This design comes from an exercise in tuning for small area, a short achievable clock period and few clock cycles per item on the open sky130 flow, not from production work. RTL that was checked went through simulation tests only; none was proved equivalent to the original. Only the layout flow was run in runs 4 and 5; the RTL was not checked for function there.

[flow/run.sh]
#!/bin/bash
# synth_recipe.tcl (not shown) runs the flow's synth.tcl, then flattens the netlist and writes it again
# the make line also repeats each setting of config.mk as NAME=value (left out here)
make -C /OpenROAD-flow-scripts/flow DESIGN_CONFIG=/design/flow/config.mk WORK_HOME=/design/flow/orfs CLKGATE_MAP_FILE= SYNTH_SCRIPT=/design/flow/synth_recipe.tcl finish
[flow/config.mk]
export PLATFORM = sky130hd
export DESIGN_NAME = tea_cbc_engine
export DESIGN_NICKNAME = tea_cbc_engine
export VERILOG_FILES = /design/flow/design.v
export SDC_FILE = /design/flow/constraint.sdc
export NUM_CORES = 4
export LEC_CHECK = 0
export CAP_MARGIN = 20
export CORE_MARGIN = 2
export CORE_UTILIZATION = 40
export SLEW_MARGIN = 20
[flow/constraint.sdc]
create_clock -name core_clock -period 11.0 [get_ports {clk}]
set_input_delay 2.2000 -clock core_clock [delete_from_list [all_inputs] [get_ports {clk}]]
set_output_delay 2.2000 -clock core_clock [all_outputs]
set_load 0.01 [all_outputs]
[flow/design.v]
module tea_cbc_engine (
    input  wire         clk,
    input  wire         rst,
    input  wire         in_valid,
    output wire         in_ready,
    input  wire [1:0]   in_op,
    input  wire         in_first,
    input  wire [127:0] in_key,
    input  wire [31:0]  in_a,
    input  wire [31:0]  in_b,
    output wire         out_valid,
    input  wire         out_ready,
    output wire [31:0]  out_a,
    output wire [31:0]  out_b
);
    reg [31:0] p, q;           
    reg [63:0] kr;             
    reg [31:0] cv_a, cv_b;     
    reg        cvz;            
    reg [5:0]  n;              
    reg        run, outv, dec;
    reg [31:0] s;              
    function [31:0] s_of;
        input [4:0] j;
        begin
            case (j)
            5'd0: s_of = 32'h9E3779B9;
            5'd1: s_of = 32'h3C6EF372;
            5'd2: s_of = 32'hDAA66D2B;
            5'd3: s_of = 32'h78DDE6E4;
            5'd4: s_of = 32'h1715609D;
            5'd5: s_of = 32'hB54CDA56;
            5'd6: s_of = 32'h5384540F;
            5'd7: s_of = 32'hF1BBCDC8;
            5'd8: s_of = 32'h8FF34781;
            5'd9: s_of = 32'h2E2AC13A;
            5'd10: s_of = 32'hCC623AF3;
            5'd11: s_of = 32'h6A99B4AC;
            5'd12: s_of = 32'h08D12E65;
            5'd13: s_of = 32'hA708A81E;
            5'd14: s_of = 32'h454021D7;
            5'd15: s_of = 32'hE3779B90;
            5'd16: s_of = 32'h81AF1549;
            5'd17: s_of = 32'h1FE68F02;
            5'd18: s_of = 32'hBE1E08BB;
            5'd19: s_of = 32'h5C558274;
            5'd20: s_of = 32'hFA8CFC2D;
            5'd21: s_of = 32'h98C475E6;
            5'd22: s_of = 32'h36FBEF9F;
            5'd23: s_of = 32'hD5336958;
            5'd24: s_of = 32'h736AE311;
            5'd25: s_of = 32'h11A25CCA;
            5'd26: s_of = 32'hAFD9D683;
            5'd27: s_of = 32'h4E11503C;
            5'd28: s_of = 32'hEC48C9F5;
            5'd29: s_of = 32'h8A8043AE;
            5'd30: s_of = 32'h28B7BD67;
            5'd31: s_of = 32'hC6EF3720;
            endcase
        end
    endfunction
    function [31:0] add;
        input [31:0] x, y;
        input        inv, ci;
        reg   [31:0] u, g, p, gn, pn;
        integer      i, j, l;
        begin
            u = x ^ {32{inv}};
            g = u & y;
            p = u ^ y;
            g[0] = g[0] | (p[0] & ci);
            for (l = 0; l < 5; l = l + 1) begin
                gn = g; pn = p;
                for (i = 0; i < 32; i = i + 1)
                    if ((i >> l) & 1) begin
                        j = ((i >> l) << l) - 1;
                        gn[i] = g[i] | (p[i] & g[j]);
                        pn[i] = p[i] & p[j];
                    end
                g = gn; p = pn;
            end
            add = x ^ y ^ {g[30:0], ci};
        end
    endfunction
    wire [5:0]  n1 = n + 6'd1;
    wire [31:0] ka = kr[31:0];
    wire [31:0] kb = kr[63:32];
    wire [31:0] t1 = {add({4'b0, q[27:0]}, {4'b0, ka[31:4]}, 1'b0, 1'b0), ka[3:0]};
    wire [31:0] t2 = add(q, s, 1'b0, 1'b0);
    wire [31:0] t3 = add({5'b0, q[31:5]}, kb, 1'b0, 1'b0);
    wire [31:0] mx = t1 ^ t2 ^ t3;
    wire [31:0] nw = add(p, mx, dec, 1'b0);
    wire in_dec = in_op[0];
    wire use_cv = in_op[1] & ~in_first & ~cvz;
    wire [31:0] ch_a = use_cv ? cv_a : 32'd0;
    wire [31:0] ch_b = use_cv ? cv_b : 32'd0;
    wire last = run & (n == 6'd63);
    wire load = in_valid & ~run & (~outv | out_ready);
    assign in_ready  = last;
    assign out_valid = outv;
    assign out_a     = p;
    assign out_b     = q;
    always @(posedge clk) begin
        if (run ? (~n[0] ^ dec) : in_dec)
            kr <= in_key[127:64];
        else
            kr <= in_key[63:0];
        if (run)
            s <= s_of(n1[5:1] ^ {5{dec}});
        else
            s <= s_of({5{in_dec}});
        if (load) begin
            n   <= 6'd0;
            dec <= in_dec;
            if (in_dec) begin
                p <= in_b;
                q <= in_a;
            end else begin
                p <= in_a ^ ch_a;
                q <= in_b ^ ch_b;
            end
        end else if (run) begin
            n <= n1;
            if (last & dec) begin
                p <= nw ^ ch_a;
                q <= q ^ ch_b;
            end else begin
                p <= q;
                q <= nw;
            end
        end
        if (rst) begin
            run  <= 1'b0;
            outv <= 1'b0;
            cvz  <= 1'b1;
        end else begin
            if (load)
                run <= 1'b1;
            else if (last)
                run <= 1'b0;
            if (last)
                outv <= 1'b1;
            else if (out_ready)
                outv <= 1'b0;
            if (last & in_op[1]) begin
                cvz <= 1'b0;
                if (in_dec) begin
                    cv_a <= in_a;
                    cv_b <= in_b;
                end else begin
                    cv_a <= q;
                    cv_b <= nw;
                end
            end
        end
    end
endmodule
==> run summary, run 1 <==
die width=~220 um; HPWL reported at the end of detailed placement=between 40 and 50 mm; cell type group with the largest total delay on the critical path=compound AO/OA/AOI/OAI gates; Mapped Avg Cell Area=9.26 sq um; number of flip-flops and latches in the synthesized netlist=234; routed length per placed instance=21.6 um; Initial Util=0.404; nets@finish=2539; pre-CTS setup slack=approximately 4.4 ns; DR iter-0 viols=between 1000 and 1500; Net Count, Synth=2312; crit start category=register; residual DRC count=0; proportion of synthesized flip-flops having asynchronous set or reset=0; area growth from synthesis to layout=23.4%; initial antenna violation count=2; Synth Area in Simple Gates=0.109; share of cells above drive strength 1=0.0837; post-synthesis share of cell area spent on xor and xnor gates=0.185; critical path peak fanout=7; routability cong.=0.948; vias per inst=around 5.5; source-to-sink clock delay at the later pin of the worst-skew pair=around 0.6 ns; part of the Yosys area used for sequential elements=0.327; clock buffer count from CTS=29; post-route ant nets=0; maximum capacitance violations=0; final hold viol count=0; number of clock sinks seen by CTS=234; post-synthesis cell count=1972; cell row count=78; Overflow after GRT=0; final worst-path cycle share=0.610; Yosys Warn Count=1; vias in the first global route=15200; most used flip-flop cell after synthesis=sky130_fd_sc_hd__edfxtp_1; number of optimization iterations in the first detailed-route pass=5; Required @ worst endpoint=between 10 and 15 ns; quantity of hold-fixing buffers added after cts=0; buffer and inverter count on the worst path=1; die outline area=0.0474 sq mm; post-layout minimum cycle time=6.71 ns; slew margin rel.=0.253; type of destination of the critical path=register; Filler cells=4173; DR vias=15600; Max Root-Sink Buffers=3; largest family of logic cells by synthesized area=XOR/XNOR gates; count of H-tree levels built during CTS=1; ports placed on the boundary=265; area fraction in compound gates after synthesis=0.180; synthesized cell area=between 0.015 and 0.02 sq mm; final critical-path setup slack=between 4 and 5 ns; Post-synth EDFFs=129; final setup violation count=0; clock root buffer=sky130_fd_sc_hd__clkbuf_16; Crit Path Class=reg -> reg; clock-pin slew reported for the worst setup and hold paths after clock tree synthesis=around 0.060 ns; cell type of the slowest stage on the worst timing path=sky130_fd_sc_hd__a311oi_1; overall track demand over capacity in global routing=0.255; ordered list of cells on the worst path=ha_1 -> inv_1 -> fa_1 -> nor2b_1 -> o2111ai_1 -> a311oi_1 -> a21oi_1 -> o21ai_0 -> a21o_1 -> fa_1 -> xnor2_1 -> xor2_1 -> ha_1 -> a21o_1 -> a21o_1 -> a21o_1 -> a21oi_1 -> o21ai_0 -> a21o_1 -> a31o_2 -> a21oi_1 -> xor3_1 -> o21ai_0 -> a21boi_0; total negative slack for setup checks=0 ns; input/output buffers=264; final wirelength=61.0 mm; Least-Margin Pin Slew=around 1.1 ns; arrival time reported for the critical path endpoint=slightly above 7 ns; fmax=0.149 GHz; number of distinct library cells after synthesis=74; synthesized-area fraction occupied by adder cells=0.103; kind of path behind the tightest hold check=reg -> reg; number of cells upsized or downsized after cts=0; cell repeated most along the worst path=sky130_fd_sc_hd__a21o_1; area of the placeable core=between 0.04 and 0.05 sq mm; unrepaired setup endpoints after global routing=false; worst setup skew after layout=~0.039 ns; global-route wire length before repair=a little over 90 mm; result of the run=finished clean; multiplexer fraction of the synthesized cell area=0.0639; height of the chip=between 200 and 250 um; setup bufs post-CTS=0; Final Slew Violations=0; slowest stage delay, CP=0.61 ns; clock tree from TritonCTS=yes; pin count of the biggest net entering global routing=between 90 and 100
routing by layer:
layer | wire [um] | track usage | up-vias
met5 | 0 | 0 | -
met4 | 1680 | 0.0756 | 0
met3 | 4420 | 0.0474 | 87
met2 | 28400 | 0.415 | 552
met1 | 26500 | 0.342 | 7502
li1 | - | - | 7488
worst register-to-register path: cells and delay by family, from the launching register on:
kind | cells | cell delay, ns
AOI/OAI and AO/OA | 15 | 3.78
xor gates and xnor gates | 3 | 0.80
adders and majority gates | 4 | 1.26
buffers and inverters | 1 | 0.05
DFF | 1 | 0.46
and+or+nand+nor | 1 | 0.18
sequential cells by signal, summed over array words and instances, names as in the netlist:
signal  flops
q          32
cvz         1
cv_b       32
outv        1
run         1
n           6
p          32
cv_a       32
dec         1
s          32
kr         64
Yosys cell counts, types with 8 or more instances:
library cell | n | area [sq um]
sky130_fd_sc_hd__xor2_1 | 134 | 1170
sky130_fd_sc_hd__and3_1 | 14 | 87.6
sky130_fd_sc_hd__nand4_1 | 10 | 62.6
sky130_fd_sc_hd__xnor2_1 | 193 | 1690
sky130_fd_sc_hd__mux2i_1 | 21 | 210
sky130_fd_sc_hd__clkbuf_1 | 72 | 270
sky130_fd_sc_hd__nand2_1 | 216 | 811
sky130_fd_sc_hd__nor3_1 | 24 | 120
sky130_fd_sc_hd__dfxtp_1 | 105 | 2100
sky130_fd_sc_hd__ha_1 | 126 | 1580
sky130_fd_sc_hd__o21a_1 | 15 | 113
sky130_fd_sc_hd__nor2b_1 | 14 | 87.6
sky130_fd_sc_hd__o211ai_1 | 17 | 128
sky130_fd_sc_hd__inv_1 | 73 | 274
sky130_fd_sc_hd__edfxtp_1 | 129 | 3870
sky130_fd_sc_hd__nand2b_1 | 13 | 81.3
sky130_fd_sc_hd__xnor3_1 | 10 | 225
sky130_fd_sc_hd__mux2_2 | 85 | 957
sky130_fd_sc_hd__o21bai_1 | 9 | 67.6
sky130_fd_sc_hd__buf_1 | 13 | 48.8
sky130_fd_sc_hd__a21oi_1 | 155 | 776
sky130_fd_sc_hd__a21o_1 | 53 | 398
sky130_fd_sc_hd__nand3_1 | 23 | 115
sky130_fd_sc_hd__fa_1 | 15 | 300
sky130_fd_sc_hd__a31oi_1 | 19 | 119
sky130_fd_sc_hd__xor3_1 | 11 | 262
sky130_fd_sc_hd__a311oi_1 | 8 | 70.1
sky130_fd_sc_hd__nor2_1 | 98 | 368
sky130_fd_sc_hd__a211oi_1 | 13 | 97.6
sky130_fd_sc_hd__o21ai_0 | 179 | 896
path summary, 6_finish.rpt:
path / startpoint / endpoint / slack (ns) / depth (start not counted)
setup reg to reg: q[5] / p[25] / 4.29 / 24
hold reg to reg: cvz / cvz / 0.49 / 2
setup / recovery: q[5] / p[25] / 4.29 / 24
hold / removal: cvz / cvz / 0.49 / 2
cell families after synthesis:
kind of cell	count (synthesis)
AO/OA/AOI/OAI	536
AND/OR/NAND/NOR	447
XOR/XNOR	349
flip-flops	234
buffers and inverters	159
adder cells (fa/ha/maj)	141
multiplexers	106
stage by stage:
| stage | instances | hold WS, ns | utilization | cell area [sq um] |
|---|---|---|---|---|
| final | 2824 | 0.495 | 0.499 | 22500 |
| after floorplan | 1972 | 0.439 | - | 18300 |
| after detailed placement | 2768 | 0.488 | 0.476 | 21500 |
| after global placement | 2768 | 0.473 | 0.476 | 21500 |
| after CTS | 2822 | 0.499 | 0.498 | 22500 |
| after global routing | 2823 | 0.534 | 0.499 | 22500 |
final cells by class:
| type | instances | area [sq um] | area share |
|---|---|---|---|
| diodes | 2 | 5.00 | 0.000222 |
| clock buffers | 43 | 903 | 0.0401 |
| clock inverters | 11 | 104 | 0.00461 |
| inverters | 73 | 275 | 0.0122 |
| multi-input cells | 1579 | 11700 | 0.521 |
| flip-flops and latches | 234 | 5980 | 0.265 |
| well taps | 600 | 751 | 0.0333 |
| repair buffers | 282 | 2780 | 0.123 |
layout by cell type (no fill, tap or decap), types with 8 or more instances in the layout:
cell,instances
sky130_fd_sc_hd__nor2b_1,14
sky130_fd_sc_hd__a211oi_1,13
sky130_fd_sc_hd__xor2_1,133
sky130_fd_sc_hd__xnor2_1,192
sky130_fd_sc_hd__nand2_1,215
sky130_fd_sc_hd__o211ai_1,17
sky130_fd_sc_hd__inv_1,71
sky130_fd_sc_hd__clkbuf_16,33
sky130_fd_sc_hd__o21a_1,15
sky130_fd_sc_hd__a21oi_1,154
sky130_fd_sc_hd__a31oi_1,19
sky130_fd_sc_hd__fa_1,15
sky130_fd_sc_hd__and3_1,14
sky130_fd_sc_hd__clkdlybuf4s50_1,263
sky130_fd_sc_hd__edfxtp_1,129
sky130_fd_sc_hd__nand2b_1,13
sky130_fd_sc_hd__nor3_1,24
sky130_fd_sc_hd__dfxtp_1,105
sky130_fd_sc_hd__a21o_1,53
sky130_fd_sc_hd__o21bai_1,9
sky130_fd_sc_hd__mux2i_1,21
sky130_fd_sc_hd__nand4_1,10
sky130_fd_sc_hd__a311oi_1,8
sky130_fd_sc_hd__buf_4,18
sky130_fd_sc_hd__xnor3_1,10
sky130_fd_sc_hd__mux2_2,85
sky130_fd_sc_hd__xor3_1,11
sky130_fd_sc_hd__nand3_1,22
sky130_fd_sc_hd__nor2_1,98
sky130_fd_sc_hd__ha_1,126
sky130_fd_sc_hd__o21ai_0,179
Testbench counts, summed over its fixed seeds: cycles 208,008, items 3,200.
==> run 2: changes to the inputs <==
--- a/flow/config.mk
+++ b/flow/config.mk
@@ -10,2 +10,3 @@
 export CORE_UTILIZATION = 40
+export SETUP_SLACK_MARGIN = 5
 export SLEW_MARGIN = 20
==> run 2 against run 1 <==
Against the previous run: still clean; sequential cell count unchanged; first-iteration DRC count decreased by 1.2%; utilization increased by 0.71 points; largest cell class unchanged.
==> run summary, run 2 <==
Final Slew Violations=0; clock-pin slew reported for the worst setup and hold paths after clock tree synthesis=0.07 ns; main area contributors after synthesis=sky130_fd_sc_hd__edfxtp_1 (21%), sky130_fd_sc_hd__dfxtp_1 (12%), sky130_fd_sc_hd__xnor2_1 (9.3%); clock tree from TritonCTS=yes; DR iter-0 viols=between 1000 and 1500; part of the Yosys area used for sequential elements=0.327; final critical-path setup slack=around 5.2 ns; cell taking the most area after synthesis=sky130_fd_sc_hd__edfxtp_1; pre-CTS setup slack=4.48 ns; routed length per placed instance=21.6 um; source-to-sink clock delay at the later pin of the worst-skew pair=~0.61 ns; Overflow after GRT=0; routability cong.=0.972; clock buffer count from CTS=30; final hold viol count=0; Net Count, Synth=about 2300; flip-flop count of the largest register after layout=64; synthesized cell area=0.0183 sq mm; fmax=between 0.15 and 0.2 GHz; largest reg by FF count=kr; filler-free cell count of the finished design=2842; nets@finish=roughly 2600; residual DRC count=0; cell row count=78; post-layout minimum cycle time=slightly below 6 ns; slew margin rel.=0.387; worst setup skew after layout=0.0308 ns; unrepaired setup endpoints after global routing=true; count of placed standard cells including taps=2768; kind of path behind the tightest hold check=reg -> reg; Max Root-Sink Buffers=3; type of destination of the critical path=register; number of clock sinks seen by CTS=234; overall track demand over capacity in global routing=0.252; crit start category=register; result of the run=finished clean; number of flip-flops and latches in the synthesized netlist=234; Yosys Warn Count=1; critical path peak fanout=7; Crit Path Class=reg -> reg; height of the chip=~220 um; HPWL reported at the end of detailed placement=45.3 mm; vias in the first global route=15000; Initial Util=0.404; maximum capacitance violations=0; number of optimization iterations in the first detailed-route pass=8; final wirelength=61.4 mm; Post-synth EDFFs=129; final worst-path cycle share=0.530; Least-Margin Pin Slew=about 0.9 ns; Mapped Avg Cell Area=9.26 sq um; post-route ant nets=0; post-synthesis cell count=1972; pin count of the biggest net entering global routing=104; Required @ worst endpoint=~11 ns; clock root buffer=sky130_fd_sc_hd__clkbuf_16; arrival time reported for the critical path endpoint=6.17 ns; most used flip-flop cell after synthesis=sky130_fd_sc_hd__edfxtp_1; number of distinct library cells after synthesis=74; dominant cell by count in the synthesized netlist=sky130_fd_sc_hd__nand2_1; die width=218 um; fraction of synthesized cell area taken by the top area cell type=0.212; count of H-tree levels built during CTS=1; input/output buffers=264; global-route wire length before repair=slightly above 90 mm; ports placed on the boundary=265; Synth top cells by count=sky130_fd_sc_hd__nand2_1 (216), sky130_fd_sc_hd__xnor2_1 (193), sky130_fd_sc_hd__o21ai_0 (179); share of cells above drive strength 1=0.107; final setup violation count=0; quantity of hold-fixing buffers added after cts=0; total negative slack for setup checks=0 ns; die outline area=0.0474 sq mm; DR vias=15700; area of the placeable core=0.0452 sq mm; top library cells by usage in the layout, fill and taps aside=sky130_fd_sc_hd__clkdlybuf4s50_1 (263), sky130_fd_sc_hd__nand2_1 (213), sky130_fd_sc_hd__xnor2_1 (189); initial antenna violation count=1; Filler cells=4208; proportion of synthesized flip-flops having asynchronous set or reset=0; most common cell after layout, fill and taps aside=sky130_fd_sc_hd__clkdlybuf4s50_1; vias per inst=5.54; area growth from synthesis to layout=25.1%
[run 2: per-layer routing]
metal | share of wire | vias up | global-route usage
met5 | 0 | - | 0
met4 | 0.032 | 0 | 0.0925
met3 | 0.073 | 97 | 0.0463
met2 | 0.46 | 595 | 0.403
met1 | 0.43 | 7547 | 0.338
li1 | - | 7503 | -
[run 2: cells by family (layout without fill, tap and decap cells)]
| family | Yosys count | after routing | share of synthesized area |
|---|---|---|---|
| other | 0 | 1 | 0 |
| adder cells (fa/ha/maj) | 141 | 141 | 0.103 |
| buffers and inverters | 159 | 428 | 0.0328 |
| XOR/XNOR | 349 | 349 | 0.185 |
| multiplexers | 106 | 106 | 0.0639 |
| flip-flops | 234 | 234 | 0.327 |
| AO/OA/AOI/OAI | 536 | 536 | 0.180 |
| AND/OR/NAND/NOR | 447 | 447 | 0.109 |
[run 2: layout make-up]
class / instances / area, sq um / share of cell area
multi-input cells: 1579 / 11900 / 0.522
flip-flops and latches: 234 / 5980 / 0.262
repair buffers: 299 / 2910 / 0.127
clock buffers: 36 / 835 / 0.0365
well taps: 600 / 751 / 0.0329
inverters: 73 / 275 / 0.0120
clock inverters: 20 / 179 / 0.00783
diodes: 1 / 2.50 / 0.000110
[run 2: worst max-delay path, stage by stage (launching register included)]
cell	delay [ns]
sky130_fd_sc_hd__edfxtp_1	0.36
sky130_fd_sc_hd__ha_1	0.15
sky130_fd_sc_hd__inv_1	0.05
sky130_fd_sc_hd__fa_1	0.41
sky130_fd_sc_hd__nor2b_2	0.19
sky130_fd_sc_hd__o2111ai_2	0.16
sky130_fd_sc_hd__a311oi_2	0.39
sky130_fd_sc_hd__a21oi_2	0.15
sky130_fd_sc_hd__o21ai_2	0.18
sky130_fd_sc_hd__a21o_1	0.20
sky130_fd_sc_hd__fa_1	0.45
sky130_fd_sc_hd__xnor2_1	0.15
sky130_fd_sc_hd__xor2_1	0.17
sky130_fd_sc_hd__ha_1	0.23
sky130_fd_sc_hd__a21o_1	0.20
sky130_fd_sc_hd__a21o_1	0.19
sky130_fd_sc_hd__a21o_1	0.21
sky130_fd_sc_hd__a21oi_2	0.19
sky130_fd_sc_hd__o21ai_1	0.11
sky130_fd_sc_hd__a21o_1	0.23
sky130_fd_sc_hd__a31o_4	0.26
sky130_fd_sc_hd__a21o_4	0.23
sky130_fd_sc_hd__or4_1	0.51
sky130_fd_sc_hd__nand4_1	0.09
sky130_fd_sc_hd__o22ai_1	0.08
[run 2: path summary, 6_finish.rpt]
check	start	end	slack [ns]	depth (start not counted)
setup / recovery	q[5]	p[30]	5.17	24
hold / removal	n[5]	n[5]	0.51	2
setup reg to reg	q[5]	p[30]	5.17	24
hold reg to reg	n[5]	n[5]	0.51	2
[run 2: timing repair]
item                                    CTS  global route
endpoints found under the setup margin   26            16
resized for setup                         7            31
pin swaps                                 5            21
setup buffers                             8             9
[run 2: through the flow]
stage | util | hold slack [ns] | cell area, sq um
CTS | 0.501 | 0.511 | 22600
finish | 0.506 | 0.506 | 22800
global route | 0.506 | 0.535 | 22800
floorplan | - | 0.439 | 18300
global placement | 0.476 | 0.473 | 21500
detailed placement | 0.476 | 0.506 | 21500
==> run 3: changes to the inputs <==
==> flow/flow/run.sh (new file) <==
#!/bin/bash
# The standard layout (standard.sh), with Yosys's extraction of full and
# half adders into fa/ha cells turned off, so that ABC maps the adders itself.
set -euo pipefail
export ADDER_MAP_FILE=
bash standard.sh > standard.log 2>&1
==> flow/standard.sh (new file) <==
#!/bin/bash
# synth_recipe.tcl (not shown) runs the flow's synth.tcl, then flattens the netlist and writes it again
# the make line also repeats each setting of config.mk as NAME=value (left out here)
make -C /OpenROAD-flow-scripts/flow DESIGN_CONFIG=/design/flow/config.mk WORK_HOME=/design/flow/orfs CLKGATE_MAP_FILE= SYNTH_SCRIPT=/design/flow/synth_recipe.tcl "${@:-finish}"
removed: flow/run.sh
==> run 3 against run 2 <==
Against the previous run: sequential cell count unchanged; wire length rose by 4.5%; largest cell class unchanged.
==> run summary, run 3 <==
Final Slew Violations=0; vias in the first global route=16600; pin count of the biggest net entering global routing=96; arrival time reported for the critical path endpoint=6.05 ns; slew margin rel.=0.290; vias per inst=around 5.7; DR WL met2=around 31 mm; final worst-path cycle share=0.524; total negative slack for setup checks=0 ns; Post-synth EDFFs=between 100 and 150; number of distinct library cells after synthesis=92; Metal-1 WL=26.1 mm; count of placed standard cells including taps=around 3000; hold slack final=0.497 ns; clock tree from TritonCTS=yes; most common cell after layout, fill and taps aside=sky130_fd_sc_hd__xnor2_1; DR top layer=met4; main area contributors after synthesis=sky130_fd_sc_hd__edfxtp_1 (21%), sky130_fd_sc_hd__xnor2_1 (13%), sky130_fd_sc_hd__dfxtp_1 (11%); worst setup skew after layout=0.00984 ns; most used flip-flop cell after synthesis=sky130_fd_sc_hd__edfxtp_1; cell row count=79; source-to-sink clock delay at the later pin of the worst-skew pair=around 0.56 ns; final setup violation count=0; hold depth=2; post-layout minimum cycle time=just under 6 ns; post-synthesis cell count=~2200; ordered list of cells on the worst path=xor2_1 -> and4_1 -> o211ai_1 -> nand3_1 -> a31oi_1 -> maj3_1 -> xnor3_1 -> xor2_2 -> o21ai_0 -> a211o_1 -> a21oi_1 -> o22ai_1 -> or3_1 -> maj3_1 -> xor2_2 -> xor2_1 -> nand2_1 -> o311ai_1; Synth top cells by count=sky130_fd_sc_hd__xnor2_1 (290), sky130_fd_sc_hd__nand2_1 (267), sky130_fd_sc_hd__o21ai_0 (202); proportion of synthesized flip-flops having asynchronous set or reset=0; worst-case register-to-register setup slack=5.23 ns; fmax=approximately 0.17 GHz; Initial Util=0.406; maximum capacitance violations=0; clock buffer count from CTS=29; share of cells above drive strength 1=0.116; global-route wire length before repair=~97 mm; Mapped Avg Cell Area=8.63 sq um; synthesized cell area=roughly 0.019 sq mm; part of the Yosys area used for sequential elements=0.316; result of the run=finished clean; Crit Path Class=reg -> reg; clock root buffer=sky130_fd_sc_hd__clkbuf_16; Overflow after GRT=0; residual DRC count=0; clock-pin slew reported for the worst setup and hold paths after clock tree synthesis=~0.06 ns; DR iter-0 viols=1363; Least-Margin Pin Slew=1.06 ns; Worst Min Path Start=n[2]; initial antenna violation count=0; final core utilization=0.505; number of flip-flops and latches in the synthesized netlist=234; number of optimization iterations in the first detailed-route pass=6; Yosys Warn Count=1; amount of wire on met3 after detailed routing=3.94 mm; die outline area=0.0490 sq mm; final hold viol count=0; quantity of hold-fixing buffers added after cts=0; largest reg by FF count=kr; Max Root-Sink Buffers=3; height of the chip=around 220 um; dominant cell by count in the synthesized netlist=sky130_fd_sc_hd__xnor2_1; final wirelength=64.1 mm; top library cells by usage in the layout, fill and taps aside=sky130_fd_sc_hd__xnor2_1 (288), sky130_fd_sc_hd__nand2_1 (266), sky130_fd_sc_hd__clkdlybuf4s50_1 (263); kind of path behind the tightest hold check=reg -> reg; type of destination of the critical path=register; flip-flop count of the largest register after layout=64; overall track demand over capacity in global routing=0.251; total inserted antenna cells=0; startpoint of the worst-slack reg-to-reg timing path=q[3]; cell type of the slowest stage on the worst timing path=sky130_fd_sc_hd__edfxtp_1; R2R cell count=18; terminating pin of the worst hold path=n[2]; area of the placeable core=0.0466 sq mm; slowest stage delay, CP=roughly 0.6 ns; die width=221 um; fraction of synthesized cell area taken by the top area cell type=0.205; crit start category=register; filler-free cell count of the finished design=3067; area growth from synthesis to layout=24.5%; nets@finish=roughly 2600; routed length per placed instance=20.9 um; buffer and inverter count on the worst path=0; number of clock sinks seen by CTS=234; post-route ant nets=0; input/output buffers=roughly 260; Required @ worst endpoint=11.28 ns; ports placed on the boundary=approximately 270; DR vias=roughly 17000; Filler cells=4332; HPWL reported at the end of detailed placement=47.0 mm; placement-stage cell area=0.0220 sq mm; cell taking the most area after synthesis=sky130_fd_sc_hd__edfxtp_1; Net Count, Synth=2388; end of the worst register-to-register path=p[25]; routability cong.=around 0.92; cell type group with the largest total delay on the critical path=XOR/XNOR gates; final design instance area without fill=0.0235 sq mm; count of H-tree levels built during CTS=1; unrepaired setup endpoints after global routing=false; critical path peak fanout=9
==> run 3: area by class of cell <==
type / instances / area [sq um] / area share
Clock inverter: 9 / 51.3 / 0.00218
Clock buffer: 44 / 927 / 0.0394
Inverter: 77 / 293 / 0.0124
Sequential cell: 234 / 5980 / 0.254
Timing Repair Buffer: 347 / 3310 / 0.141
Multi-Input combinational cell: 1749 / 12200 / 0.519
Tap cell: 607 / 759 / 0.0323
==> run 3: cell families after synthesis <==
logic type | share of synthesized area
muxes | 0.0597
buffers and inverters | 0.0434
AOI/OAI and AO/OA | 0.198
DFF | 0.316
adders and majority gates | 0.0318
and+or+nand+nor | 0.129
xor gates and xnor gates | 0.222
==> run 3: layer usage <==
layer / track usage / vias up
li1: - / 8233
met1: 0.308 / 8324
met2: 0.433 / 658
met3: 0.0368 / 125
met4: 0.115 / 0
met5: 0 / -
==> run 3: worst min-delay path, cell delays in order (launching register included) <==
cell and delay (ns):
sky130_fd_sc_hd__dfxtp_1 0.33, sky130_fd_sc_hd__nand2_1 0.05, sky130_fd_sc_hd__o21ai_0 0.06
==> run 3: worst max-delay path by stage <==
stage | from | end | slack, ns | cells after the start
2_1_floorplan | rst | cv_a[0] | 5.79 | 1
3_3_place_gp | q[18] | p[29] | 4.99 | 18
3_5_place_dp | q[18] | p[26] | 4.93 | 18
4_1_cts | q[6] | p[29] | 5.05 | 18
5_1_grt | q[3] | p[27] | 5.01 | 18
6_report | q[3] | p[25] | 5.23 | 18
==> run 3: what timing repair did <==
action	CTS	global route
gates resized for setup	1	9
setup buffers	11	42
setup endpoints to repair	7	18
pin swaps	0	1
==> run 3: through the flow <==
stage,setup WS [ns]
after global routing,5.01
after CTS,5.05
final,5.23
after floorplan,5.79
after global placement,4.99
after detailed placement,4.93
==> run 4: changes to the inputs <==
--- a/flow/design.v
+++ b/flow/design.v
@@ -15,9 +15,9 @@
 );
-    reg [31:0] p, q;           
+    reg [31:0] p, q, m;        
     reg [63:0] kr;             
+    reg [31:0] s;              
     reg [31:0] cv_a, cv_b;     
     reg        cvz;            
-    reg [5:0]  n;              
+    reg [6:0]  n;              
     reg        run, outv, dec;
-    reg [31:0] s;              
     function [31:0] s_of;
@@ -63,9 +63,8 @@
         input [31:0] x, y;
-        input        inv, ci;
-        reg   [31:0] u, g, p, gn, pn;
+        input        ci;
+        reg   [31:0] g, p, gn, pn;
         integer      i, j, l;
         begin
-            u = x ^ {32{inv}};
-            g = u & y;
-            p = u ^ y;
+            g = x & y;
+            p = x ^ y;
             g[0] = g[0] | (p[0] & ci);
@@ -84,10 +83,25 @@
     endfunction
-    wire [5:0]  n1 = n + 6'd1;
+    function [31:0] csc;
+        input [31:0] x, y, z;
+        begin
+            csc = {(x[30:0] & y[30:0]) | (x[30:0] & z[30:0]) | (y[30:0] & z[30:0]), 1'b0};
+        end
+    endfunction
     wire [31:0] ka = kr[31:0];
     wire [31:0] kb = kr[63:32];
-    wire [31:0] t1 = {add({4'b0, q[27:0]}, {4'b0, ka[31:4]}, 1'b0, 1'b0), ka[3:0]};
-    wire [31:0] t2 = add(q, s, 1'b0, 1'b0);
-    wire [31:0] t3 = add({5'b0, q[31:5]}, kb, 1'b0, 1'b0);
-    wire [31:0] mx = t1 ^ t2 ^ t3;
-    wire [31:0] nw = add(p, mx, dec, 1'b0);
+    wire [31:0] nw = add(p, m, dec);
+    wire [31:0] a1 = {p[27:0], 4'b0};
+    wire [31:0] b1 = {m[27:0], 4'b0};
+    wire [31:0] t1 = add(a1 ^ b1 ^ ka, csc(a1, b1, ka) | {27'b0, dec, 4'b0}, 1'b0);
+    wire [31:0] t2 = add(p ^ m ^ s, csc(p, m, s) | {31'b0, dec}, 1'b0);
+    wire [5:0]  lo = {1'b0, p[4:0]} + {1'b0, m[4:0]} + {5'b0, dec};
+    wire [31:0] a3 = {5'b0, p[31:5]};
+    wire [31:0] b3 = {5'b0, m[31:5]};
+    wire [31:0] s3 = a3 ^ b3 ^ kb;
+    wire [31:0] c3 = csc(a3, b3, kb) | {31'b0, lo[5]};
+    wire [31:0] y3 = add({5'b0, s3[26:0]}, {5'b0, c3[26:0]}, 1'b0);
+    wire        ov = (p[31] & m[31]) | ((p[31] ^ m[31]) & ~nw[31]);
+    wire        k3 = (c3[27] & y3[27]) | ((c3[27] ^ y3[27]) & ~ov);
+    wire [31:0] t3 = {kb[31:27] + {4'b0, k3}, y3[26:0]};
+    wire [31:0] mx = t1 ^ t2 ^ t3 ^ {32{dec}};
     wire in_dec = in_op[0];
@@ -96,3 +110,3 @@
     wire [31:0] ch_b = use_cv ? cv_b : 32'd0;
-    wire last = run & (n == 6'd63);
+    wire last = run & n[6];
     wire load = in_valid & ~run & (~outv | out_ready);
@@ -103,22 +117,23 @@
     always @(posedge clk) begin
-        if (run ? (~n[0] ^ dec) : in_dec)
-            kr <= in_key[127:64];
-        else
-            kr <= in_key[63:0];
-        if (run)
-            s <= s_of(n1[5:1] ^ {5{dec}});
-        else
-            s <= s_of({5{in_dec}});
+        if (run) begin
+            kr <= (~n[0] ^ dec) ? in_key[127:64] : in_key[63:0];
+            s  <= s_of(n[5:1] + {4'b0, n[0]} ^ {5{dec}});
+        end else begin
+            kr <= in_dec ? in_key[127:64] : in_key[63:0];
+            s  <= s_of({5{in_dec}});
+        end
         if (load) begin
-            n   <= 6'd0;
+            n   <= 7'd0;
             dec <= in_dec;
+            m   <= {32{in_dec}};
             if (in_dec) begin
-                p <= in_b;
-                q <= in_a;
+                p <= in_a;
+                q <= in_b;
             end else begin
-                p <= in_a ^ ch_a;
-                q <= in_b ^ ch_b;
+                p <= in_b ^ ch_b;
+                q <= in_a ^ ch_a;
             end
         end else if (run) begin
-            n <= n1;
+            n <= n + 7'd1;
+            m <= mx;
             if (last & dec) begin
==> flow/run.sh (new file) <==
#!/bin/bash
# synth_recipe.tcl (not shown) runs the flow's synth.tcl, then flattens the netlist and writes it again
# the make line also repeats each setting of config.mk as NAME=value (left out here)
make -C /OpenROAD-flow-scripts/flow DESIGN_CONFIG=/design/flow/config.mk WORK_HOME=/design/flow/orfs CLKGATE_MAP_FILE= SYNTH_SCRIPT=/design/flow/synth_recipe.tcl finish
removed: flow/flow/run.sh
removed: flow/standard.sh
==> run 4 against run 3 <==
Against the previous run: die area rose by 8.3%; wire length rose by 1.6%; synthesized area rose by 8.4%; worst setup slack improved by 0.096 ns; hold slack improved by 0.0027 ns; cell count fell by 0.75%; critical path depth rose by 12; clock skew rose by 0.011 ns; still clean.
==> run summary, run 4 <==
Synth top cells by count=sky130_fd_sc_hd__nand2_1 (242), sky130_fd_sc_hd__o21ai_0 (233), sky130_fd_sc_hd__xnor2_1 (227); most used flip-flop cell after synthesis=sky130_fd_sc_hd__edfxtp_1; input/output buffers=between 200 and 300; number of distinct library cells after synthesis=76; Mapped Avg Cell Area=around 10 sq um; fraction of synthesized cell area taken by the top area cell type=0.236; nets@finish=~2800; largest reg by FF count=kr; count of H-tree levels built during CTS=2; dominant cell by count in the synthesized netlist=sky130_fd_sc_hd__nand2_1; pin count of the biggest net entering global routing=100; Yosys Warn Count=1; source-to-sink clock delay at the later pin of the worst-skew pair=0.56 ns; main area contributors after synthesis=sky130_fd_sc_hd__edfxtp_1 (24%), sky130_fd_sc_hd__dfxtp_1 (10%), sky130_fd_sc_hd__fa_1 (10%); cell type of the slowest stage on the worst timing path=sky130_fd_sc_hd__fa_2; unrepaired setup endpoints after global routing=false; flip-flop count of the largest register after layout=64; Overflow after GRT=0; number of clock sinks seen by CTS=~270; Max Root-Sink Buffers=3; cell repeated most along the worst path=sky130_fd_sc_hd__xnor2_1; Final Slew Violations=0; slew margin rel.=0.265; final wirelength=65.2 mm; DR iter-0 viols=1678; type of destination of the critical path=register; final critical-path setup slack=5.33 ns; post-route ant nets=0; top library cells by usage in the layout, fill and taps aside=sky130_fd_sc_hd__clkdlybuf4s50_1 (263), sky130_fd_sc_hd__nand2_1 (241), sky130_fd_sc_hd__o21ai_0 (232); clock-pin slew reported for the worst setup and hold paths after clock tree synthesis=0.06 ns; height of the chip=roughly 230 um; quantity of hold-fixing buffers added after cts=0; clock root buffer=sky130_fd_sc_hd__clkbuf_16; worst setup skew after layout=0.0204 ns; DR vias=16700; Least-Margin Pin Slew=1.10 ns; number of flip-flops and latches in the synthesized netlist=between 200 and 300; area of the placeable core=0.0504 sq mm; multiplexer fraction of the synthesized cell area=0.0464; fmax=about 0.18 GHz; post-synthesis share of cell area spent on xor and xnor gates=0.145; pre-CTS setup slack=4.57 ns; most common cell after layout, fill and taps aside=sky130_fd_sc_hd__clkdlybuf4s50_1; kind of path behind the tightest hold check=reg -> reg; synthesized cell area=roughly 0.020 sq mm; number of optimization iterations in the first detailed-route pass=6; Post-synth EDFFs=161; routed length per placed instance=between 20 and 25 um; final worst-path cycle share=0.516; residual DRC count=0; ports placed on the boundary=265; Required @ worst endpoint=11.27 ns; die outline area=0.0530 sq mm; total negative slack for setup checks=0 ns; die width=around 230 um; synthesized-area fraction occupied by adder cells=0.184; proportion of synthesized flip-flops having asynchronous set or reset=0; crit start category=register; overall track demand over capacity in global routing=0.243; area fraction in compound gates after synthesis=0.155; cell taking the most area after synthesis=sky130_fd_sc_hd__edfxtp_1; clock tree from TritonCTS=yes; vias per inst=5.47; area growth from synthesis to layout=22.6%; clock buffer count from CTS=35; largest family of logic cells by synthesized area=adder cells; final setup violation count=0; Crit Path Class=reg -> reg; Initial Util=0.406; global-route wire length before repair=98.9 mm; part of the Yosys area used for sequential elements=0.340; Filler cells=4578; arrival time reported for the critical path endpoint=5.94 ns; post-layout minimum cycle time=5.67 ns; Synth Area in Simple Gates=0.0920; share of cells above drive strength 1=0.0924; cell row count=82; HPWL reported at the end of detailed placement=just under 50 mm; R2R cell count=30; routability cong.=0.934; post-synthesis cell count=2101; vias in the first global route=approximately 17000; critical path peak fanout=3; final hold viol count=0; slowest stage delay, CP=0.38 ns; hold depth=2; maximum capacitance violations=0; initial antenna violation count=1; result of the run=finished clean; Net Count, Synth=2538
## run 4: cell count changes in the layout (fill, tap and decap cells not counted), sizes merged, moves of 20 or more
cell and change:
mux2i -20, edfxtp +32, nand2 -25, o21ai +21, maj3 -59, buf -47
a31oi -26, xor2 -32, fa +106, xnor2 -64, ha +132
## run 4: critical path: cells and delay by family, from the launching register on
family,cells,cell delay (ns)
and+or+nand+nor,3,0.36
DFF,1,0.37
buffers and inverters,3,0.17
adders and majority gates,6,1.48
xor gates and xnor gates,5,0.75
AOI/OAI and AO/OA,13,2.26
## run 4: repair_timing
| item | in CTS | in global routing |
|---|---|---|
| endpoints found under the hold margin | 0 | 0 |
| setup endpoints to repair | 5 | 4 |
| buffers inserted | 12 | 7 |
| resized for setup | 4 | 11 |
| pin swaps | 6 | 15 |
## run 4: per-layer routing
layer | routed length (um) | track usage | vias up
li1 | - | - | 7818
met1 | 30400 | 0.357 | 8177
met2 | 29100 | 0.373 | 582
met3 | 4250 | 0.0350 | 86
met4 | 1440 | 0.0645 | 0
met5 | 0 | 0 | -
## run 4: layout make-up
type	instances	area, sq um	area share
antenna	1	2.50	0.0000997
clock buffer	43	947	0.0377
clock inverter	21	186	0.00743
inverter	92	352	0.0140
multi-input combinational	1648	12900	0.513
sequential	267	6960	0.277
tap	672	841	0.0335
timing repair buffer	300	2930	0.117
## run 4: stage by stage
stage | instances | cell area [sq um] | util | hold WS (ns)
2_1_floorplan | 2101 | 20500 | - | 0.439
3_3_place_gp | 2959 | 23700 | 0.471 | 0.474
3_5_place_dp | 2959 | 23700 | 0.471 | 0.493
4_1_cts | 3035 | 25000 | 0.496 | 0.513
5_1_grt | 3044 | 25100 | 0.498 | 0.539
6_report | 3044 | 25100 | 0.498 | 0.500
## run 4: kinds of logic (layout without fill, tap and decap cells)
family          Yosys count  after routing
compound gates          541            541
xor+xnor                335            335
fa+ha+maj               238            238
buf+inv                 186            456
flops                   267            267
mux                      85             85
other cells               0              1
simple gates            449            449
## run 4: path summary, 6_finish.rpt
path         start     to  slack [ns]
max           p[0]  m[29]        5.33
min            cvz    cvz        0.50
max reg2reg   p[0]  m[29]        5.33
min reg2reg    cvz    cvz        0.50
==> run 5: changes to the inputs <==
--- a/flow/design.v
+++ b/flow/design.v
@@ -68,3 +68,3 @@
             g = x & y;
-            p = x ^ y;
+            p = x | y;
             g[0] = g[0] | (p[0] & ci);
@@ -80,3 +80,3 @@
             end
-            add = x ^ y ^ {g[30:0], ci};
+            add = x ^ (y ^ {g[30:0], ci});
         end
@@ -96,3 +96,7 @@
     wire [31:0] t2 = add(p ^ m ^ s, csc(p, m, s) | {31'b0, dec}, 1'b0);
-    wire [5:0]  lo = {1'b0, p[4:0]} + {1'b0, m[4:0]} + {5'b0, dec};
+    wire [4:0]  g5 = p[4:0] & m[4:0];
+    wire [4:0]  r5 = p[4:0] | m[4:0];
+    wire        c5 = g5[4] | (r5[4] & g5[3]) | (r5[4] & r5[3] & g5[2]) |
+                     (r5[4] & r5[3] & r5[2] & g5[1]) | (r5[4] & r5[3] & r5[2] & r5[1] & g5[0]) |
+                     (&r5 & dec);
     wire [31:0] a3 = {5'b0, p[31:5]};
@@ -100,3 +104,3 @@
     wire [31:0] s3 = a3 ^ b3 ^ kb;
-    wire [31:0] c3 = csc(a3, b3, kb) | {31'b0, lo[5]};
+    wire [31:0] c3 = csc(a3, b3, kb) | {31'b0, c5};
     wire [31:0] y3 = add({5'b0, s3[26:0]}, {5'b0, c3[26:0]}, 1'b0);
@@ -104,3 +108,4 @@
     wire        k3 = (c3[27] & y3[27]) | ((c3[27] ^ y3[27]) & ~ov);
-    wire [31:0] t3 = {kb[31:27] + {4'b0, k3}, y3[26:0]};
+    wire [4:0]  kb1 = kb[31:27] + 5'd1;
+    wire [31:0] t3 = {k3 ? kb1 : kb[31:27], y3[26:0]};
     wire [31:0] mx = t1 ^ t2 ^ t3 ^ {32{dec}};
==> flow/flow/run.sh (new file) <==
#!/bin/bash
# The standard layout (standard.sh), with Yosys's extraction of full and
# half adders into fa/ha cells turned off, so that ABC maps the adders itself.
set -euo pipefail
export ADDER_MAP_FILE=
bash standard.sh > standard.log 2>&1
==> flow/standard.sh (new file) <==
#!/bin/bash
# synth_recipe.tcl (not shown) runs the flow's synth.tcl, then flattens the netlist and writes it again
# the make line also repeats each setting of config.mk as NAME=value (left out here)
make -C /OpenROAD-flow-scripts/flow DESIGN_CONFIG=/design/flow/config.mk WORK_HOME=/design/flow/orfs CLKGATE_MAP_FILE= SYNTH_SCRIPT=/design/flow/synth_recipe.tcl "${@:-finish}"
removed: flow/run.sh
==> run 5 against run 4 <==
Against the previous run: clock-buffer cell count grew 4; register-to-register slack worse by 0.09 ns; sequential share of layout area decreased by 1.6 points; first-iteration DRC count grew 21%; highest routed layer unchanged.
==> run summary, run 5 <==
fmax=0.174 GHz; pin count of the biggest net entering global routing=104; total negative slack for setup checks=0 ns; startpoint of the worst-slack reg-to-reg timing path=dec; overall track demand over capacity in global routing=0.262; source-to-sink clock delay at the later pin of the worst-skew pair=0.57 ns; type of destination of the critical path=register; vias in the first global route=19300; Overflow after GRT=0; most used flip-flop cell after synthesis=sky130_fd_sc_hd__edfxtp_1; routed length per placed instance=21.6 um; number of cells upsized or downsized after cts=0; post-synthesis cell count=around 2600; grt peak-use layer=met2; final hold viol count=0; final wirelength=76.4 mm; Max Root-Sink Buffers=3; main area contributors after synthesis=sky130_fd_sc_hd__edfxtp_1 (22%), sky130_fd_sc_hd__xnor2_1 (14%), sky130_fd_sc_hd__dfxtp_1 (9.5%); clock buffer count from CTS=34; most common cell after layout, fill and taps aside=sky130_fd_sc_hd__xnor2_1; fraction of synthesized cell area taken by the top area cell type=0.217; count of placed standard cells including taps=3479; setup bufs post-CTS=0; crit start category=register; die outline area=~0.058 sq mm; kind of path behind the tightest hold check=reg -> reg; vias per inst=between 5 and 6; Yosys Warn Count=1; cell taking the most area after synthesis=sky130_fd_sc_hd__edfxtp_1; number of clock sinks seen by CTS=267; count of H-tree levels built during CTS=2; synthesized cell area=between 0.02 and 0.025 sq mm; proportion of synthesized flip-flops having asynchronous set or reset=0; Crit Path Class=reg -> reg; largest reg by FF count=kr; dominant cell by count in the synthesized netlist=sky130_fd_sc_hd__xnor2_1; part of the Yosys area used for sequential elements=0.313; post-route ant nets=0; HPWL reported at the end of detailed placement=roughly 57 mm; cell row count=86; total inserted antenna cells=0; Initial Util=0.404; die width=240 um; result of the run=finished clean; clock root buffer=sky130_fd_sc_hd__clkbuf_16; final worst-path cycle share=0.524; Mapped Avg Cell Area=8.57 sq um; quantity of hold-fixing buffers added after cts=0; Post-synth EDFFs=161; global-route wire length before repair=roughly 120 mm; Worst setup startpoint=dec; flip-flop count of the largest register after layout=64; slew margin rel.=0.227; worst-case register-to-register setup slack=5.24 ns; Required @ worst endpoint=11.20 ns; met2 routing resource usage after global routing=0.413; Least-Margin Pin Slew=roughly 1.1 ns; nets@finish=2966; DR iter-0 viols=2025; area growth from synthesis to layout=19.5%; critical path peak fanout=12; top library cells by usage in the layout, fill and taps aside=sky130_fd_sc_hd__xnor2_1 (359), sky130_fd_sc_hd__o21ai_0 (298), sky130_fd_sc_hd__nand2_1 (282); clock-pin slew reported for the worst setup and hold paths after clock tree synthesis=0.06 ns; height of the chip=240 um; worst setup skew after layout=0.0233 ns; post-layout minimum cycle time=5.76 ns; routability cong.=0.971; number of flip-flops and latches in the synthesized netlist=267; share of cells above drive strength 1=0.0706; GR Layer Usage met1=0.370; ports placed on the boundary=265; DR vias=20200; unrepaired setup endpoints after global routing=false; filler-free cell count of the finished design=3540; input/output buffers=about 260; Synth top cells by count=sky130_fd_sc_hd__xnor2_1 (360), sky130_fd_sc_hd__o21ai_0 (298), sky130_fd_sc_hd__nand2_1 (283); residual DRC count=0; final setup violation count=0; number of optimization iterations in the first detailed-route pass=9; area of the placeable core=0.0551 sq mm; Final Slew Violations=0; fraction of met3 tracks used by global routing=0.0427; Worst Min Path Start=n[4]; arrival time reported for the critical path endpoint=between 5 and 6 ns; maximum capacitance violations=0; Net Count, Synth=2798; clock tree from TritonCTS=yes; number of distinct library cells after synthesis=75; initial antenna violation count=1
run 5: cell count changes in the layout (fill, tap and decap cells not counted), moves of 66 or more:
| cell | delta |
|---|---|
| sky130_fd_sc_hd__maj3_1 | +113 |
| sky130_fd_sc_hd__xor2_1 | +89 |
| sky130_fd_sc_hd__o21ai_0 | +66 |
| sky130_fd_sc_hd__ha_1 | -130 |
| sky130_fd_sc_hd__xnor2_1 | +135 |
| sky130_fd_sc_hd__nor2_1 | +67 |
| sky130_fd_sc_hd__fa_1 | -104 |
run 5: metrics by stage:
step	util	area (sq um)	hold slack (ns)	worst slack, ns
global route	0.483	26600	0.535	5.10
CTS	0.483	26600	0.499	5.36
global placement	0.463	25500	0.473	5.47
floorplan	-	22300	0.439	5.79
detailed placement	0.463	25500	0.490	5.40
finish	0.483	26600	0.502	5.24
run 5: per-layer routing:
layer  vias up  wire [um]
met5         -          0
met2       935      33900
li1       9473          -
met3       125       6360
met4         0       2000
met1      9689      34200
run 5: area by class of cell:
type | count | area [sq um]
fillers | 5282 | 28500
multi-input cells | 2092 | 14400
flip-flops and latches | 267 | 6960
repair buffers | 295 | 2870
clock buffers | 47 | 951
well taps | 748 | 936
inverters | 77 | 294
clock inverters | 14 | 144
run 5: worst paths after layout:
check        cells past startpoint  endpoint
max                             13     p[18]
max reg2reg                     13     p[18]
min reg2reg                      2      n[4]
min                              2      n[4]
run 5: cells by family after synthesis:
logic type / count (synthesis) / synth area share
XOR/XNOR: 579 / 0.245
AO/OA/AOI/OAI: 707 / 0.190
multiplexers: 85 / 0.0424
adder cells (fa/ha/maj): 121 / 0.0549
AND/OR/NAND/NOR: 600 / 0.115
buffers and inverters: 240 / 0.0409
flip-flops: 267 / 0.313
run 5: critical path, cell delays in order (launching register included):
cell	delay (ns)
sky130_fd_sc_hd__edfxtp_1	0.60
sky130_fd_sc_hd__maj3_2	0.41
sky130_fd_sc_hd__maj3_2	0.36
sky130_fd_sc_hd__o21ai_0	0.42
sky130_fd_sc_hd__a41oi_1	0.28
sky130_fd_sc_hd__or2_2	0.38
sky130_fd_sc_hd__maj3_1	0.43
sky130_fd_sc_hd__maj3_1	0.42
sky130_fd_sc_hd__a21o_1	0.25
sky130_fd_sc_hd__xor2_1	0.59
sky130_fd_sc_hd__xor2_1	0.14
sky130_fd_sc_hd__nor2_1	0.12
sky130_fd_sc_hd__a21oi_1	0.05
sky130_fd_sc_hd__o21ai_0	0.90

-- separate check: timing with driven ports --
The flow's constraints put no driver on any port. The routed layouts listed below were extracted and timed again, unchanged, in two steps. Step 1, drivers: a clkbuf_16 drives clk and a buf_2 each remaining input, both assumed. Step 2, shift: input delay + t, output delay - t, t = (earliest + latest rising clock arrival at the registers) / 2. This alone moves slack from input paths to output paths. Slacks: no drivers / after step 1 / after step 2; pairs: no drivers / after step 1.
| run | t, ns | slack for setup (ns) | hold slack, ns |
|---|---|---|---|
| run 1 | 0.635 | 4.290 / 4.290 / 4.290 | 0.495 / 0.495 / 0.495 |
| run 2 | 0.652 | 5.173 / 5.173 / 5.173 | 0.506 / 0.506 / 0.506 |
| run 3 | 0.621 | 5.231 / 5.231 / 5.231 | 0.497 / 0.497 / 0.497 |
| run 4 | 0.609 | 5.327 / 5.327 / 5.309 | 0.500 / 0.500 / 0.500 |
| run 5 | 0.615 | 5.241 / 5.241 / 5.241 | 0.502 / 0.502 / 0.502 |
After both steps every run listed still meets setup and hold. The setup slack of run 4, which loses most, moves by 0.000 ns with the drivers and by -0.018 ns with both steps.
